What follows belongs to an exercise in optimizing a design on an open flow for small area, a short achievable clock period and few clock cycles per item; a production flow would make more cautious choices.
In this exercise RTL edits were held to simulation tests only and were not proved equivalent to the original.
Power and IR drop assume default switching activity.

$ cat flow/design.v
module ssp_xform (
    input  wire        clk,
    input  wire        rst,
    input  wire        cfg_we,
    input  wire [7:0]  cfg_addr,
    input  wire [15:0] cfg_wdata,
    input  wire        cmd_valid,
    output wire        cmd_ready,
    input  wire [63:0] cmd_word,
    output reg         mem_en,
    output reg  [14:0] mem_addr,
    input  wire [7:0]  mem_rdata,
    output reg         res_valid,
    input  wire        res_ready,
    output reg  [31:0] res_data,
    output reg  [3:0]  res_err
);
    localparam AW = 15;
    localparam [7:0] OP_PERMUTE = 8'h10;
    localparam [7:0] OP_DECODE  = 8'h20;
    localparam [7:0] OP_ENCODE  = 8'h21;
    localparam [3:0] ERR_NONE    = 4'd0;
    localparam [3:0] ERR_RANGE   = 4'd4;   
    localparam [3:0] ERR_PHYS    = 4'd5;   
    localparam [3:0] ERR_ILLEGAL = 4'd6;   
    localparam [1:0] S_IDLE  = 2'd0;
    localparam [1:0] S_EXEC  = 2'd1;
    localparam [1:0] S_FETCH = 2'd2;
    localparam [1:0] S_RESP  = 2'd3;
    reg [AW-1:0]   amask;
    reg [AW:0]     bussize;
    reg [AW:0]     srclen;
    reg            dshare;
    reg [5:0]      gwin;
    reg [5:0]      glen;
    reg [4*AW-1:0] aord;     
    reg [3*8-1:0]  dord;     
    reg [3*8-1:0]  eord;
    reg [5*32-1:0] gord;     
    always @(posedge clk) begin
        if (cfg_we) begin
            case (cfg_addr)
                8'h10: amask   <= cfg_wdata[AW-1:0];
                8'h11: bussize <= cfg_wdata[AW:0];
                8'h12: srclen  <= cfg_wdata[AW:0];
                8'h13: dshare  <= cfg_wdata[0];
                8'h15: gwin    <= cfg_wdata[5:0];
                8'h16: glen    <= cfg_wdata[5:0];
                default: ;
            endcase
        end
    end
    genvar k;
    generate
        for (k = 0; k < AW; k = k + 1) begin : g_aord_wr
            always @(posedge clk)
                if (cfg_we && cfg_addr == 8'h20 + k)
                    aord[4*k +: 4] <= cfg_wdata[3:0];
        end
        for (k = 0; k < 8; k = k + 1) begin : g_dord_wr
            always @(posedge clk) begin
                if (cfg_we && cfg_addr == 8'h40 + k)
                    dord[3*k +: 3] <= cfg_wdata[2:0];
                if (cfg_we && cfg_addr == 8'h48 + k)
                    eord[3*k +: 3] <= cfg_wdata[2:0];
            end
        end
        for (k = 0; k < 32; k = k + 1) begin : g_gord_wr
            always @(posedge clk)
                if (cfg_we && cfg_addr == 8'h60 + k)
                    gord[5*k +: 5] <= cfg_wdata[4:0];
        end
    endgenerate
    reg [1:0]  state;
    reg [63:0] cmd_q;
    wire [7:0]  op  = cmd_q[7:0];
    wire [1:0]  sel = cmd_q[9:8];
    wire [31:0] arg = cmd_q[63:32];
    wire is_permute = (op == OP_PERMUTE) && (cmd_q[31:10] == 22'd0);
    wire is_decode  = (op == OP_DECODE)  && (cmd_q[31:8]  == 24'd0);
    wire is_encode  = (op == OP_ENCODE)  && (cmd_q[31:8]  == 24'd0);
    wire illegal    = !(is_permute || is_decode || is_encode) ||
                      (is_permute && sel == 2'd2 && dshare);
    wire [AW-1:0] perm_aord;
    wire [AW-1:0] addr_x = arg[AW-1:0] ^ amask;
    wire [AW-1:0] addr_pa;
    wire [7:0] perm_dord;
    wire [7:0] perm_eord;
    wire [7:0] data_dord;
    wire [7:0] data_eord;
    wire [31:0] gord_full;
    generate
        for (k = 0; k < AW; k = k + 1) begin : g_aperm
            wire [15:0] v_arg  = {1'b0, arg[AW-1:0]};
            wire [15:0] v_addr = {1'b0, addr_x};
            assign perm_aord[AW-1-k] = v_arg[aord[4*k +: 4]];
            assign addr_pa[AW-1-k]   = v_addr[aord[4*k +: 4]];
        end
        for (k = 0; k < 8; k = k + 1) begin : g_dperm
            assign perm_dord[7-k] = arg[dord[3*k +: 3]];
            assign perm_eord[7-k] = arg[eord[3*k +: 3]];
            assign data_dord[7-k] = mem_rdata[dord[3*k +: 3]];
            assign data_eord[7-k] = mem_rdata[eord[3*k +: 3]];
        end
        for (k = 0; k < 32; k = k + 1) begin : g_gperm
            assign gord_full[31-k] = arg[gord[5*k +: 5]];
        end
    endgenerate
    wire [5:0]  gshift    = 6'd32 - glen;
    wire [31:0] perm_gord = gord_full >> gshift;
    reg [31:0] permute_result;
    always @(*) begin
        case (sel)
            2'd0:    permute_result = {{(32-AW){1'b0}}, perm_aord};
            2'd1:    permute_result = {24'd0, perm_dord};
            2'd2:    permute_result = {24'd0, perm_eord};
            default: permute_result = perm_gord;
        endcase
    end
    wire out_of_range  = arg >= {{(32-AW-1){1'b0}}, bussize};
    wire phys_of_range = {1'b0, addr_pa} >= srclen;
    wire [7:0] fetched_result = (op[0] && !dshare) ? data_eord : data_dord;
    always @(*) begin
        mem_addr = addr_pa;
        mem_en   = (state == S_EXEC) && !illegal && !is_permute &&
                   !out_of_range && !phys_of_range;
    end
    assign cmd_ready = (state == S_IDLE);
    always @(posedge clk) begin
        if (rst) begin
            state     <= S_IDLE;
            res_valid <= 1'b0;
        end else begin
            case (state)
                S_IDLE: begin
                    if (cmd_valid)
                        state <= S_EXEC;
                end
                S_EXEC: begin
                    if (illegal) begin
                        res_err   <= ERR_ILLEGAL;
                        res_data  <= 32'd0;
                        res_valid <= 1'b1;
                        state     <= S_RESP;
                    end else if (is_permute) begin
                        res_err   <= ERR_NONE;
                        res_data  <= permute_result;
                        res_valid <= 1'b1;
                        state     <= S_RESP;
                    end else if (out_of_range) begin
                        res_err   <= ERR_RANGE;
                        res_data  <= arg;
                        res_valid <= 1'b1;
                        state     <= S_RESP;
                    end else if (phys_of_range) begin
                        res_err   <= ERR_PHYS;
                        res_data  <= arg;
                        res_valid <= 1'b1;
                        state     <= S_RESP;
                    end else begin
                        state     <= S_FETCH;
                    end
                end
                S_FETCH: begin
                    res_err   <= ERR_NONE;
                    res_data  <= {24'd0, fetched_result};
                    res_valid <= 1'b1;
                    state     <= S_RESP;
                end
                default: begin  
                    if (res_ready) begin
                        res_valid <= 1'b0;
                        state     <= S_IDLE;
                    end
                end
            endcase
        end
    end
    always @(posedge clk) begin
        if (state == S_IDLE && cmd_valid)
            cmd_q <= cmd_word;
    end
endmodule
$ cat flow/run.sh
#!/bin/bash
# synth_recipe.tcl (not shown) runs the flow's synth.tcl, then flattens the netlist and writes it again
# the make line also repeats each setting of config.mk as NAME=value (left out here)
make -C /OpenROAD-flow-scripts/flow DESIGN_CONFIG=/design/flow/config.mk WORK_HOME=/design/flow/orfs CLKGATE_MAP_FILE= SYNTH_SCRIPT=/design/flow/synth_recipe.tcl finish
$ cat flow/config.mk
export PLATFORM = sky130hd
export DESIGN_NAME = ssp_xform
export DESIGN_NICKNAME = ssp_xform
export VERILOG_FILES = /design/flow/design.v
export SDC_FILE = /design/flow/constraint.sdc
export NUM_CORES = 4
export LEC_CHECK = 0
export CAP_MARGIN = 20
export CORE_MARGIN = 2
export CORE_UTILIZATION = 40
export SLEW_MARGIN = 20
$ cat flow/constraint.sdc
create_clock -name core_clock -period 10.0 [get_ports {clk}]
set_input_delay 2.0000 -clock core_clock [delete_from_list [all_inputs] [get_ports {clk}]]
set_output_delay 2.0000 -clock core_clock [all_outputs]
set_load 0.01 [all_outputs]
==> flow_metrics.env <==
export IMPL_outcome="no timing/DRC/antenna violations"
export IMPL_synth_compound_area_share=0.0637
export IMPL_synthMuxAreaShare=0.383
export IMPL_worst_hold_slack_ps=480
export IMPL_timing_setup_tns_ps=0
export IMPL_maxCapViolCount=0
export IMPL_cp_start_kind="register"
export IMPL_hpwl_um=68000
export IMPL_cts_sinks=424
export IMPL_synth_xor_xnor_area_share=0.00704
export IMPL_synth_avg_cell_area_sq_um=13.5
export IMPL_fin_crit_sh=0.756
export IMPL_critPathMaxStageDelay_ps=940
export IMPL_drc_errors=0
export IMPL_cts_root_buffer="clkbuf_16"
export IMPL_nets=2424
export IMPL_synth_edf_count=421
export IMPL_synth_fa_ha_area_frac=0.0157
export IMPL_cpLargestDelayFamily="compound AO/OA/AOI/OAI gates"
export IMPL_grt_antenna_before_repair=2
export IMPL_path_max_fanout=15
export IMPL_worst_clock_skew_ps=38.4
export IMPL_gr_usage_met1=0.372
export IMPL_area_growth_pct=12.1
export IMPL_grt_use_met3=0.0611
export IMPL_core_sq_um=77200
export IMPL_synth_area_leaders="edfxtp_1, mux4_2, mux2i_1, mux4_1, clkbuf_1"
export IMPL_gr_total_overflow=0
export IMPL_async_flop_share=0
export IMPL_grt_pass1_wl_um=163000
export IMPL_worst_pin_slew_ps=1160
export IMPL_fin_crit_ps=7560
export IMPL_ys_seq_area_frac=0.408
export IMPL_die_h_um=283
export IMPL_synth_top_family_by_area="multiplexers"
export IMPL_drt_pass1_iterations=5
export IMPL_routed_wl_um=113000
export IMPL_grt_max_degree=66
export IMPL_drt_iter0_drc=3271
export IMPL_synthSimpleGateAreaFrac=0.0735
export IMPL_initial_core_util=0.403
export IMPL_synth_distinct_cells=77
export IMPL_layout_drive_gt1_share=0.248
export IMPL_clkSlewWorstSetupHoldPaths_ps=70
export IMPL_grt_pass1_vias=22900
export IMPL_std_cell_rows=102
export IMPL_synth_seq_cells=424
export IMPL_port_buffers=153
export IMPL_clk_path_buf_depth=3
export IMPL_busiest_layer="met2"
export IMPL_die_w_um=283
export IMPL_gp_congestion=0.902
export IMPL_required_ps=8000
export IMPL_vdd_drop_max_v=0.000119
export IMPL_critPathBufInv=1
export IMPL_ios=155
export IMPL_ys_flop_type="edfxtp_1"
export IMPL_numCtsBuffers=51
export IMPL_routedWlPerCell_um=33.6
export IMPL_layout_common_cells="edfxtp_1, mux4_2, mux2i_1, nor2_1, clkdlybuf4s50_1"
export IMPL_cp_slowest_cell="xor2_1"
export IMPL_hold_viol_final=0
export IMPL_syn_instance_count=2304
export IMPL_viasPerCell=6.80
export IMPL_cts_hold_buffers_added=0
export IMPL_cts_tree="done"
export IMPL_layout_commonest_cell="edfxtp_1"
export IMPL_setup_violations=0
export IMPL_r2r_slack_ps=5060
export IMPL_hold_class="register to register"
export IMPL_cts_resized=0
export IMPL_cp_common_cell="a21o_1"
export IMPL_cts_setup_buffers=0
export IMPL_clkLatencyLatePin_ps=620
export IMPL_synthesis_area_sq_um=31100
export IMPL_cp_arrival_ps=5560
export IMPL_crit_chain="xor2_1 > mux4_2 > nor2_1 > a211oi_1 > a21oi_1 > ha_1 > nand2b_1 > a21o_1 > a21o_1 > a21o_1 > a2111oi_0 > o21bai_1 > a21oi_1 > o211ai_1 > nor2_1 > clkdlybuf4s50_1"
export IMPL_syn_nets=2444
export IMPL_rsz0062_at_grt="no"
export IMPL_fmax_mhz=132
export IMPL_critPathCaptureType="output port"
export IMPL_die_area_sq_um=80000
export IMPL_p_per_area_nw_per_um2=172
export IMPL_via_count=22900
export IMPL_track_usage=0.276
export IMPL_cts_htree_levels=2
export IMPL_met2_usage=0.431
export IMPL_postRouteAntennaNets=0
export IMPL_cellLeakagePower_uw=0.0119
export IMPL_criticalPathCategory="register to output port"
export IMPL_synth_top_cell_by_area="edfxtp_1"
export IMPL_synth_top_area_share=0.406
export IMPL_slew_headroom=0.225
export IMPL_ys_warn_count=1
export IMPL_slew_violations=0
[per-stage QoR]
step	area, sq um	std cells	util	worst slack (ps)	total power (uW)
2_1_floorplan	31100	2304	-	3720	3350
3_3_place_gp	33200	3271	0.430	3190	4070
6_report	34900	3363	0.452	2440	5980
5_1_grt	34900	3362	0.452	2080	6160
3_5_place_dp	33200	3271	0.430	3120	4100
4_1_cts	34900	3362	0.452	2420	5970
[routing by layer]
layer	vias up	wire length, um
met1	11700	42600
li1	9249	-
met3	293	13100
met5	-	0
met4	0	5440
met2	1615	51800
[synthesized netlist by cell type (22+ instances only)]
| library cell | n |
|---|---|
| ha_1 | 39 |
| a211oi_1 | 22 |
| mux4_1 | 38 |
| nand2_1 | 108 |
| nor2b_1 | 26 |
| mux2i_1 | 248 |
| nor3_1 | 25 |
| mux2_2 | 49 |
| nor2_1 | 172 |
| inv_1 | 49 |
| a21oi_1 | 61 |
| clkbuf_1 | 223 |
| nand3_1 | 34 |
| buf_1 | 27 |
| o22ai_1 | 27 |
| mux4_2 | 350 |
| o21ai_0 | 82 |
| edfxtp_1 | 421 |
[sequential cells by signal, summed over array words and instances (netlist names), 3 cells and up]
signal    flops
dord         24
amask        15
bussize      16
glen          6
cmd_q        64
srclen       16
res_data     32
gord        160
res_err       3
eord         24
aord         60
[cell type report]
cell class	count	area (sq um)
fillers	6802	42300
clock buffers	57	1320
flip-flops and latches	424	12700
multi-input cells	1529	17000
inverters	50	188
well taps	1040	1300
clock inverters	34	334
repair buffers	228	2070
diodes	1	2.50
[worst register-to-register path, delay by kind of cell (launching register included)]
family / cells / cell delay, ps
AND/OR/NAND/NOR: 4 / 1080
AO/OA/AOI/OAI: 9 / 1300
flip-flops: 1 / 450
adder cells (fa/ha/maj): 1 / 290
XOR/XNOR: 1 / 940
multiplexers: 1 / 420
[cells by family after synthesis]
kind of cell	Yosys count
XOR/XNOR	25
multiplexers	685
flip-flops	424
buffers and inverters	351
AO/OA/AOI/OAI	305
AND/OR/NAND/NOR	474
other	1
adder cells (fa/ha/maj)	39
[worst paths after layout]
check	startpoint	endpoint	cells after the start
worst max register to register	cmd_q[34]$_DFFE_PP_	res_data[15]$_SDFFCE_PP0P_	16
worst min register to register	res_valid$_SDFFE_PP0P_	res_valid$_SDFFE_PP0P_	2
worst min-delay path	res_valid$_SDFFE_PP0P_	res_valid$_SDFFE_PP0P_	2
worst max-delay path	cmd_q[34]$_DFFE_PP_	mem_en	16
[power breakdown]
part	internal (uW)	total (uW)	leakage [uW]	switching, uW
combinational	819	1980	0.00723	1160
clock	1100	1870	0.000804	773
sequential	2090	2140	0.00384	45.1
Testbench counts, summed over its fixed seeds: cycles 57,935, items 16,000.

==> static timing again, ports no longer ideal <==
In the flow no input, the clock included, has a driving cell. The finished layout below was timed again as built, in two steps.
Step 1 (the two cells are an assumption about what drives the block):
set clk [get_ports {clk}]
set_driving_cell -lib_cell sky130_fd_sc_hd__clkbuf_16 $clk
set_driving_cell -lib_cell sky130_fd_sc_hd__buf_2 [delete_from_list [all_inputs] $clk]
Step 2, shift: input delay + t, output delay - t, t = (earliest + latest rising clock arrival at the registers) / 2. This alone moves slack from input paths to output paths.
Slacks: no drivers / after step 1 / after step 2; pairs: no drivers / after step 1.
t (ns): 0.669
setup WS [ns]: 2.440 / 2.373 / 3.042
worst register clock-pin slew, ns: 0.07 / 0.07
worst data-port slew with drivers (ns): 0.06
pins driven straight from the clock port: 1
After both steps setup and hold are still met in this run. For this run, drivers alone change the setup slack by -0.067 ns; drivers and shift together by +0.602 ns.
